Source: an optimization exercise on an open RTL-to-GDS flow (aim: small area). Production flows keep margins and buffers that such runs may drop. In this exercise RTL edits were held to simulation tests only and were not proved equivalent to the original. Power is estimated from default activity; no workload was simulated.

==> flow/design.v <==
module sbus_decoder (
    input  wire         clk,
    input  wire         rst,
    input  wire         in_valid,
    input  wire [7:0]   in_data,
    output wire         commit,        
    output wire [175:0] payload,       
    output wire [7:0]   status         
);
    reg  [4:0] cnt;                    
    reg  [7:0] sr [0:22];
    integer    p;
    always @(posedge clk) begin
        if (in_valid) begin
            sr[0] <= in_data;
            for (p = 1; p < 23; p = p + 1)
                sr[p] <= sr[p - 1];
        end
    end
    genvar g;
    generate
        for (g = 0; g < 22; g = g + 1) begin : g_pl
            assign payload[8*g +: 8] = sr[22 - g];
        end
    endgenerate
    assign status = sr[0];
    wire last = (cnt == 5'd24);
    assign commit = in_valid && last && (in_data == 8'h00);
    reg [4:0] rcnt;
    always @* begin
        rcnt = (in_data == 8'h0F) ? 5'd1 : 5'd0;
        for (p = 0; p < 23; p = p + 1)
            if (sr[p] == 8'h0F)
                rcnt = p + 2;
    end
    always @(posedge clk) begin
        if (rst)
            cnt <= 5'd0;
        else if (in_valid) begin
            if (cnt == 5'd0)
                cnt <= (in_data == 8'h0F) ? 5'd1 : 5'd0;
            else if (!last)
                cnt <= cnt + 5'd1;
            else if (in_data == 8'h00)
                cnt <= 5'd0;
            else
                cnt <= rcnt;
        end
    end
endmodule
module sbus_store (
    input  wire         clk,
    input  wire         rst,
    input  wire         commit,
    input  wire [175:0] payload,
    input  wire [7:0]   status,
    input  wire [4:0]   rd_idx,
    output reg  [10:0]  rd_data,
    output wire         failsafe_o,
    output wire [31:0]  lost_count_o
);
    reg  [175:0] ch;
    reg          ch17, ch18;
    reg          loaded;
    reg          failsafe;
    reg  [31:0]  lost_count;
    always @(posedge clk) begin
        if (commit) begin
            ch   <= payload;
            ch17 <= status[0];
            ch18 <= status[1];
        end
    end
    always @(posedge clk) begin
        if (rst) begin
            loaded     <= 1'b0;
            failsafe   <= 1'b0;
            lost_count <= 32'd0;
        end else if (commit) begin
            loaded     <= 1'b1;
            failsafe   <= status[3];
            if (status[2])
                lost_count <= lost_count + 32'd1;
        end
    end
    always @* begin
        case (rd_idx)
            5'd1: rd_data = ch[10:0];
            5'd2: rd_data = ch[21:11];
            5'd3: rd_data = ch[32:22];
            5'd4: rd_data = ch[43:33];
            5'd5: rd_data = ch[54:44];
            5'd6: rd_data = ch[65:55];
            5'd7: rd_data = ch[76:66];
            5'd8: rd_data = ch[87:77];
            5'd9: rd_data = ch[98:88];
            5'd10: rd_data = ch[109:99];
            5'd11: rd_data = ch[120:110];
            5'd12: rd_data = ch[131:121];
            5'd13: rd_data = ch[142:132];
            5'd14: rd_data = ch[153:143];
            5'd15: rd_data = ch[164:154];
            5'd16: rd_data = ch[175:165];
            5'd17: rd_data = {11{ch17}};
            5'd18: rd_data = {11{ch18}};
            default: rd_data = 11'd0;
        endcase
        if (!loaded)
            rd_data = 11'd0;
    end
    assign failsafe_o   = failsafe;
    assign lost_count_o = lost_count;
endmodule
module sbus_scaler (
    input  wire [10:0] raw,
    output reg  [7:0]  axis
);
    reg [6:0] d;
    always @* begin
        case (raw[10:5])
            6'd5: d = 7'd0;
            6'd6: d = 7'd1;
            6'd7: d = 7'd2;
            6'd8: d = 7'd2;
            6'd9: d = 7'd3;
            6'd10: d = 7'd4;
            6'd11: d = 7'd4;
            6'd12: d = 7'd5;
            6'd13: d = 7'd6;
            6'd14: d = 7'd7;
            6'd15: d = 7'd7;
            6'd16: d = 7'd8;
            6'd17: d = 7'd9;
            6'd18: d = 7'd9;
            6'd19: d = 7'd10;
            6'd20: d = 7'd11;
            6'd21: d = 7'd12;
            6'd22: d = 7'd12;
            6'd23: d = 7'd13;
            6'd24: d = 7'd14;
            6'd25: d = 7'd14;
            6'd26: d = 7'd15;
            6'd27: d = 7'd16;
            6'd28: d = 7'd17;
            6'd29: d = 7'd17;
            6'd30: d = 7'd18;
            6'd31: d = 7'd50;
            6'd32: d = 7'd51;
            6'd33: d = 7'd51;
            6'd34: d = 7'd52;
            6'd35: d = 7'd53;
            6'd36: d = 7'd54;
            6'd37: d = 7'd54;
            6'd38: d = 7'd55;
            6'd39: d = 7'd56;
            6'd40: d = 7'd56;
            6'd41: d = 7'd57;
            6'd42: d = 7'd58;
            6'd43: d = 7'd59;
            6'd44: d = 7'd59;
            6'd45: d = 7'd60;
            6'd46: d = 7'd61;
            6'd47: d = 7'd61;
            6'd48: d = 7'd62;
            6'd49: d = 7'd63;
            6'd50: d = 7'd64;
            6'd51: d = 7'd64;
            6'd52: d = 7'd65;
            6'd53: d = 7'd66;
            6'd54: d = 7'd66;
            6'd55: d = 7'd67;
            6'd56: d = 7'd67;
            default: d = 7'bx;
        endcase
    end
    wire [13:0] sum = {1'b0, raw, 2'b00} + {3'b000, raw} - 14'd828 - {7'd0, d};
    always @* begin
        if (raw < 11'd172)
            axis = 8'h81;
        else if (raw > 11'd1811)
            axis = 8'h7F;
        else if (raw >= 11'd989 && raw <= 11'd1001)
            axis = 8'h00;
        else
            axis = sum[12:5] ^ 8'h80;
    end
endmodule
module sbus_wake_arbiter (
    input  wire clk,
    input  wire rst,
    input  wire commit,
    input  wire tick,
    input  wire p_wait,
    output wire wake_out,
    output wire wake_cause      
);
    reg       wake, waiting;
    reg [6:0] ticks;
    wire sig     = wake | commit;
    wire timeout = tick & (ticks == 7'b0110100);
    assign wake_out   = (waiting & (sig | timeout)) | (p_wait & sig);
    assign wake_cause = waiting & ~sig & timeout;
    always @(posedge clk) begin
        if (rst) begin
            wake    <= 1'b0;
            waiting <= 1'b0;
        end else begin
            wake    <= sig & ~waiting & ~p_wait;
            waiting <= ~sig & ((waiting & ~timeout) | p_wait);
        end
    end
    always @(posedge clk) begin
        if (p_wait)
            ticks <= 7'b1111111;
        else if (tick)
            ticks <= {ticks[5:0], ticks[6] ^ ticks[5]};
    end
endmodule
module sbus_core (
    input  wire        clk,
    input  wire        rst,
    input  wire        in_valid,
    input  wire [7:0]  in_data,
    output wire        frame_complete,
    input  wire [4:0]  rd_idx,
    output wire [10:0] rd_data,
    output wire        failsafe_o,
    output wire [31:0] lost_count_o,
    input  wire [10:0] scale_in,
    output wire [7:0]  scale_out,
    input  wire        tick,
    input  wire        p_wait,
    output wire        wake_out,
    output wire        wake_cause
);
    wire         commit;
    wire [175:0] payload;
    wire [7:0]   status;
    sbus_decoder u_decoder (
        .clk      (clk),
        .rst      (rst),
        .in_valid (in_valid),
        .in_data  (in_data),
        .commit   (commit),
        .payload  (payload),
        .status   (status)
    );
    sbus_store u_store (
        .clk          (clk),
        .rst          (rst),
        .commit       (commit),
        .payload      (payload),
        .status       (status),
        .rd_idx       (rd_idx),
        .rd_data      (rd_data),
        .failsafe_o   (failsafe_o),
        .lost_count_o (lost_count_o)
    );
    sbus_scaler u_scaler (
        .raw  (scale_in),
        .axis (scale_out)
    );
    sbus_wake_arbiter u_arbiter (
        .clk        (clk),
        .rst        (rst),
        .commit     (commit),
        .tick       (tick),
        .p_wait     (p_wait),
        .wake_out   (wake_out),
        .wake_cause (wake_cause)
    );
    assign frame_complete = commit;
endmodule
==> flow/config.mk <==
export PLATFORM = sky130hd
export DESIGN_NAME = sbus_core
export DESIGN_NICKNAME = sbus_core
export VERILOG_FILES = /design/flow/design.v
export SDC_FILE = /design/flow/constraint.sdc
export NUM_CORES = 4
export LEC_CHECK = 0
export ABC_AREA = 0
export CAP_MARGIN = 0
export CORE_MARGIN = 2
export CORE_UTILIZATION = 70
export CTS_BUF_LIST = sky130_fd_sc_hd__clkbuf_4
export CTS_CLUSTER_DIAMETER = 35
export CTS_CLUSTER_SIZE = 10
export PLACE_DENSITY = 0.8
export SLEW_MARGIN = 0
==> flow/constraint.sdc <==
create_clock -name core_clock -period 40.0 [get_ports {clk}]
set_input_delay 8.0000 -clock core_clock [delete_from_list [all_inputs] [get_ports {clk}]]
set_output_delay 8.0000 -clock core_clock [all_outputs]
set_load 0.01 [all_outputs]
standard.sh (not shown) runs the stock make flow with config.mk's settings and CLKGATE_MAP_FILE= SYNTH_SCRIPT=/design/flow/synth_recipe.tcl, a recipe that flattens the netlist after the stock synthesis.
==> flow/flow/run.sh <==
#!/bin/bash
# The standard layout with two changes: the port buffers are buf_1 cells, and
# clock tree synthesis inserts no dummy loads and drives the flip-flops from
# clkbuf_4 cells in clusters of at most 10 sinks within 35 um.
# make's full output goes to make_finish.log; each ORFS step also writes its
# own log under orfs/logs.
set -euo pipefail
bash standard.sh \
  "BUFFER_PORTS_ARGS=-buffer_cell sky130_fd_sc_hd__buf_1" \
  "CTS_ARGS=-sink_clustering_enable -repair_clock_nets -buf_list sky130_fd_sc_hd__clkbuf_4 -sink_clustering_size 10 -sink_clustering_max_diameter 35 -sink_buffer_max_cap_derate 0.05 -dont_use_dummy_load" \
  finish > make_finish.log 2>&1
==> next run, changes <==
--- a/flow/design.v
+++ b/flow/design.v
@@ -7,14 +7,16 @@
     output wire [175:0] payload,       
     output wire [7:0]   status         
 );
-    reg  [4:0] cnt;                    
     reg  [7:0] sr [0:22];
+    reg        m0;
+    reg  [4:0] cool;                   
     integer    p;
     always @(posedge clk) begin
         if (in_valid) begin
             sr[0] <= in_data;
             for (p = 1; p < 23; p = p + 1)
                 sr[p] <= sr[p - 1];
+            m0 <= (sr[22] == 8'h0F);
         end
     end
     genvar g;
@@ -24,28 +26,13 @@
         end
     endgenerate
     assign status = sr[0];
-    wire last = (cnt == 5'd24);
-    assign commit = in_valid && last && (in_data == 8'h00);
-    reg [4:0] rcnt;
-    always @* begin
-        rcnt = (in_data == 8'h0F) ? 5'd1 : 5'd0;
-        for (p = 0; p < 23; p = p + 1)
-            if (sr[p] == 8'h0F)
-                rcnt = p + 2;
-    end
-    always @(posedge clk) begin
-        if (rst)
-            cnt <= 5'd0;
-        else if (in_valid) begin
-            if (cnt == 5'd0)
-                cnt <= (in_data == 8'h0F) ? 5'd1 : 5'd0;
-            else if (!last)
-                cnt <= cnt + 5'd1;
-            else if (in_data == 8'h00)
-                cnt <= 5'd0;
-            else
-                cnt <= rcnt;
-        end
+    wire idle = (cool == 5'd0);
+    assign commit = in_valid && idle && m0 && (in_data == 8'h00);
+    always @(posedge clk) begin
+        if (rst || commit)
+            cool <= 5'd24;
+        else if (in_valid && !idle)
+            cool <= cool - 5'd1;
     end
 endmodule
 module sbus_store (
Effect:
- cell area decreases by 2.6%
- non-clock buffer count increases by 5
- sequential share of layout area increases by 2.0 points
- die area decreases by 2.7%
- core utilization increases by 0.57 points
- setup slack gains 0.42 ns
- total power increases by 0.50%
- via count decreases by 13%
- routed wire length decreases by 16%
- synthesized cell count decreases by 9.1%
- count of clock-buffer cells in the layout stays the same
- worst hold slack loses 0.033 ns
- synthesized area decreases by 2.7%
- global-route usage decreases by 4.6 points

-- re-timing with driven ports --
The results above use ideal ports. As a check the final layouts listed here were re-extracted and re-timed, cells and wires unchanged. Step 1, drivers: a clkbuf_16 drives clk and a buf_2 each remaining input, both assumed. Step 2 times the ports against the registers' clock, not the clock port: input delays grow and output delays shrink by t, the midpoint of the rising clock arrivals with the driver on. Three values: ideal ports, drivers, drivers and shift; two values: the first two.
| run | t, ns | setup WS [ns] | worst slew at a driven data input, ns | pins driven straight from the clock port |
|---|---|---|---|---|
| the first run | 0.726 | 19.426 / 19.401 / 19.401 | 0.07 | 1 |
| the second run | 0.680 | 19.843 / 19.817 / 19.817 | 0.05 | 1 |
After both steps every run listed still meets setup and hold. For the second run, which loses most, drivers alone change the setup slack by -0.026 ns; drivers and shift together by -0.026 ns.
